Context: an optimization exercise on an open-source flow, tuned for small area, a short achievable clock period and few clock cycles. The choices shown serve that exercise and are no tape-out recipe.
Only simulation tests tie the RTL to the original design; equivalence was not proved.
Power figures rest on the tool's default switching activity, not on a simulated workload.

## framing_core
module framing_core #(
    parameter CAP = 32
) (
    input  wire        clk,
    input  wire        rst,           
    input  wire        cmd_valid,
    input  wire [15:0] cmd_data,
    output wire        cmd_ready,
    output reg         resp_valid,
    output reg  [9:0]  resp_data,     
    output reg         ev_valid,
    output reg  [2:0]  ev_kind,       
    output reg  [23:0] ev_arg,
    input  wire        wait_done,
    input  wire        rx_valid,
    input  wire [7:0]  rx_data,
    input  wire        rx_last,
    input  wire        rx_empty,
    output wire        rx_ready
);
clock: 8.0 ns
lec_check: 0
cap_margin: 20
core_margin: 2
core_utilization: 40
setup_slack_margin: 5.0
slew_margin: 20
run.sh (not shown) runs the stock make flow with config.mk's settings and CLKGATE_MAP_FILE= SYNTH_SCRIPT=/design/flow/synth_recipe.tcl, a recipe that flattens the netlist after the stock synthesis.
Testbench counts at the start, summed over its fixed seeds: cycles 21,164.
Next try:
--- a/flow/config.mk
+++ b/flow/config.mk
@@ -6,4 +6,5 @@
 export NUM_CORES = 4
 export LEC_CHECK = 0
+export ABC_AREA = 1
 export CAP_MARGIN = 20
 export CORE_MARGIN = 2
=>
- final cell count came out higher by roughly a tenth
- die area shrinks slightly
- critical path depth decreases by 3
- synthesized area drops slightly
- non-clock buffer count fell by 38
- design area shrinks slightly
- first-iteration DRC count went down by a little under a tenth
- hold slack improves by 0.014 ns
- routed wire length falls by a few percent
- core utilization hardly moves

========
== onyx ==
framing_core, a different RTL version from the one above (not shown whole).
Size: about 3700 cells after synthesis, about 990 flip-flops, ~72 I/O pins, roughly 42000 sq um of cells after synthesis.
Design framing_core, start of the top module:
module framing_core #(
    parameter CAP = 32
) (
    input  wire        clk,
    input  wire        rst,           
    input  wire        cmd_valid,
    input  wire [15:0] cmd_data,
    output wire        cmd_ready,
    output reg         resp_valid,
    output reg  [9:0]  resp_data,     
    output reg         ev_valid,
    output reg  [2:0]  ev_kind,       
    output reg  [23:0] ev_arg,
    input  wire        wait_done,
    input  wire        rx_valid,
    input  wire [7:0]  rx_data,
    input  wire        rx_last,
    input  wire        rx_empty,
    output wire        rx_ready
);
==> flow/config.mk <==
export PLATFORM = sky130hd
export DESIGN_NAME = framing_core
export DESIGN_NICKNAME = framing_core
export VERILOG_FILES = /design/flow/design.v
export SDC_FILE = /design/flow/constraint.sdc
export NUM_CORES = 4
export LEC_CHECK = 0
export ABC_AREA = 1
export CAP_MARGIN = 20
export CORE_MARGIN = 2
export CORE_UTILIZATION = 40
export CTS_CLUSTER_DIAMETER = 90
export CTS_CLUSTER_SIZE = 26
export PLACE_DENSITY = 0.75
export SLEW_MARGIN = 20
==> flow/constraint.sdc <==
create_clock -name core_clock -period 8.0 [get_ports {clk}]
set_input_delay 1.6000 -clock core_clock [delete_from_list [all_inputs] [get_ports {clk}]]
set_output_delay 1.6000 -clock core_clock [all_outputs]
set_load 0.01 [all_outputs]
standard.sh (not shown) runs the stock make flow with config.mk's settings and CLKGATE_MAP_FILE= SYNTH_SCRIPT=/design/flow/synth_recipe.tcl, a recipe that flattens the netlist after the stock synthesis.
==> flow/flow/run.sh <==
#!/bin/bash
set -euo pipefail
bash standard.sh SETUP_SLACK_MARGIN=5.15 finish > standard.log 2>&1
Testbench counts of onyx, summed over its fixed seeds: cycles 21,000.
Edits applied to the flow inputs when going from onyx to pepper:
Settings: PLACE_DENSITY: 0.75 -> unset.
==> flow/flow/run.sh <==
#!/bin/bash
set -euo pipefail
bash standard.sh SETUP_SLACK_MARGIN=5.05 finish > standard.log 2>&1
Notes after the runs:
Across onyx and pepper, a clean result was obtained everywhere but in pepper. Complete run, failing final checks: pepper, reason max-capacitance violations, max-slew violations. In terms of core utilization, pepper and onyx differ only marginally. Relative to onyx, the signal arrival time at the worst endpoint of pepper is higher by 80 ps. Going from onyx to pepper, multi-input combinational gate total was more or less identical, minimum setup slack after placement went up by 79 ps, number of clock-tree buffers in the layout went down by 11. When the final numbers for onyx and pepper were put side by side, the met2 wire length turned out to be greater in pepper. Of onyx and pepper, the lower sequential power share belongs to pepper.
The following lists how harbor was set up differently from pepper:
Settings: PLACE_DENSITY: unset -> 0.68.
==> flow/flow/run.sh <==
#!/bin/bash
set -euo pipefail
bash standard.sh SETUP_SLACK_MARGIN=5.15 finish > standard.log 2>&1
### Flow results
harbor: no failed stages, no open violations at the end
Count of clock-net buffers in the final layout | harbor above pepper
On max-capacitance violation count, the lower figure sits with harbor, not pepper.
[harbor] met3 global-route usage rose 1.3 points relative to pepper
Edits applied to the flow inputs when going from harbor to violet:
Settings: PLACE_DENSITY removed (was 0.68).
### Flow results
Relative to harbor, critical path depth decreased by 10 in violet. Diff harbor -> violet: routed wire length did not really move, non-clock inverter total of the final layout held. Between violet and harbor, it is violet whose sum of met2 wire segment lengths after detailed routing is higher, by 310 um. When the final numbers for violet and harbor were put side by side, the number of clock-tree buffers in the layout turned out to be greater in harbor. Per the comparison of violet with harbor, final-layout fill cell count rose about 1.8%; combinational share of power fell by 0.2 points; cell area after placement comparable. violet gives less power of the combinational group than harbor did. violet has initial antenna violation count below what harbor had. Final setup skew: violet vs harbor down 7.4 ps.
#### Input delta (juniper over violet)
Settings: a change of CORE_UTILIZATION from 40 to 50; an added PLACE_DENSITY of 0.8.
--- outcome ---
- Number of search-and-repair iterations in the first detailed-routing pass: juniper higher than violet
- When juniper is measured against violet, its met1 demand-to-capacity share in global routing turns out 4.4 points higher.
- STATUS area of the die: juniper wins against violet
- Compared with violet, juniper shows a higher power per cell area.
- Compared with violet, juniper shows core utilization of the finished layout higher by 11 points.
- Of juniper and violet, the higher final non-filler cell total belongs to violet.
- Between violet and juniper, the flow reports half-perimeter wire length after placement decreasing by a few percent.
- The lower non-clock buffer total of the final layout of juniper and violet is in juniper.
- Summary: with violet as the reference, number of filler instances in the final layout in juniper moved down by more than a quarter.
Input changes introduced in amber (baseline for comparison: juniper):
Settings: PLACE_DENSITY changed from 0.8 to 0.85; CORE_UTILIZATION changed from 50 to 40.
==> comparison <==
amber ended with every stage complete and zero timing, DRC or antenna violations.
juniper has higher proportion of cell area occupied by registers than amber.
amber: routed wire length 2500 um above juniper
Going from juniper to amber, overall die area picked up an extra 21000 sq um; hold slack neither gained nor lost much; global-route usage over all layers lost 5.0 points.
juniper vs amber, worst setup path endpoint: cmd_ready vs u_dec.rem[2]
Going from juniper to amber, tapcell count +about 30%; area added between synthesis and finish +0.64 points; number of global-route vias before repair +about 0.8%; relative contribution of sequential cells to total power +0.2 points.

[static timing again, ports no longer ideal]
The flow's constraints put no driver on any port. The routed layouts listed below were extracted and timed again, unchanged, in two steps. Step 1 assumes that a clkbuf_16 drives the clock port and a buf_2 every other input. Step 2, shift: input delay + t, output delay - t, t = (earliest + latest rising clock arrival at the registers) / 2. This alone moves slack from input paths to output paths. Slacks: no drivers / after step 1 / after step 2; pairs: no drivers / after step 1.
| run | shift t [ns] | setup slack, ns | clock arrival spread, ns | worst slew at a driven data input, ns |
|---|---|---|---|---|
| the first run of note 1 | 0.744 | 4.880 / 4.880 / 4.314 | 0.041 / 0.041 | 0.15 |
| the second run of note 1 | 0.759 | 4.957 / 4.880 / 4.444 | 0.027 / 0.028 | 0.04 |
| onyx | 0.699 | 5.166 / 5.097 / 4.627 | 0.030 / 0.031 | 0.06 |
| pepper | 0.698 | 5.090 / 5.025 / 4.525 | 0.045 / 0.045 | 0.04 |
| harbor | 0.700 | 5.113 / 5.054 / 4.596 | 0.043 / 0.043 | 0.06 |
| violet | 0.696 | 5.155 / 5.084 / 4.616 | 0.036 / 0.036 | 0.05 |
| juniper | 0.683 | 5.139 / 5.069 / 4.643 | 0.037 / 0.037 | 0.05 |
| amber | 0.688 | 5.100 / 5.102 / 4.449 | 0.037 / 0.037 | 0.07 |
The setup slack of amber, which loses most, moves by +0.002 ns with the drivers and by -0.651 ns with both steps.
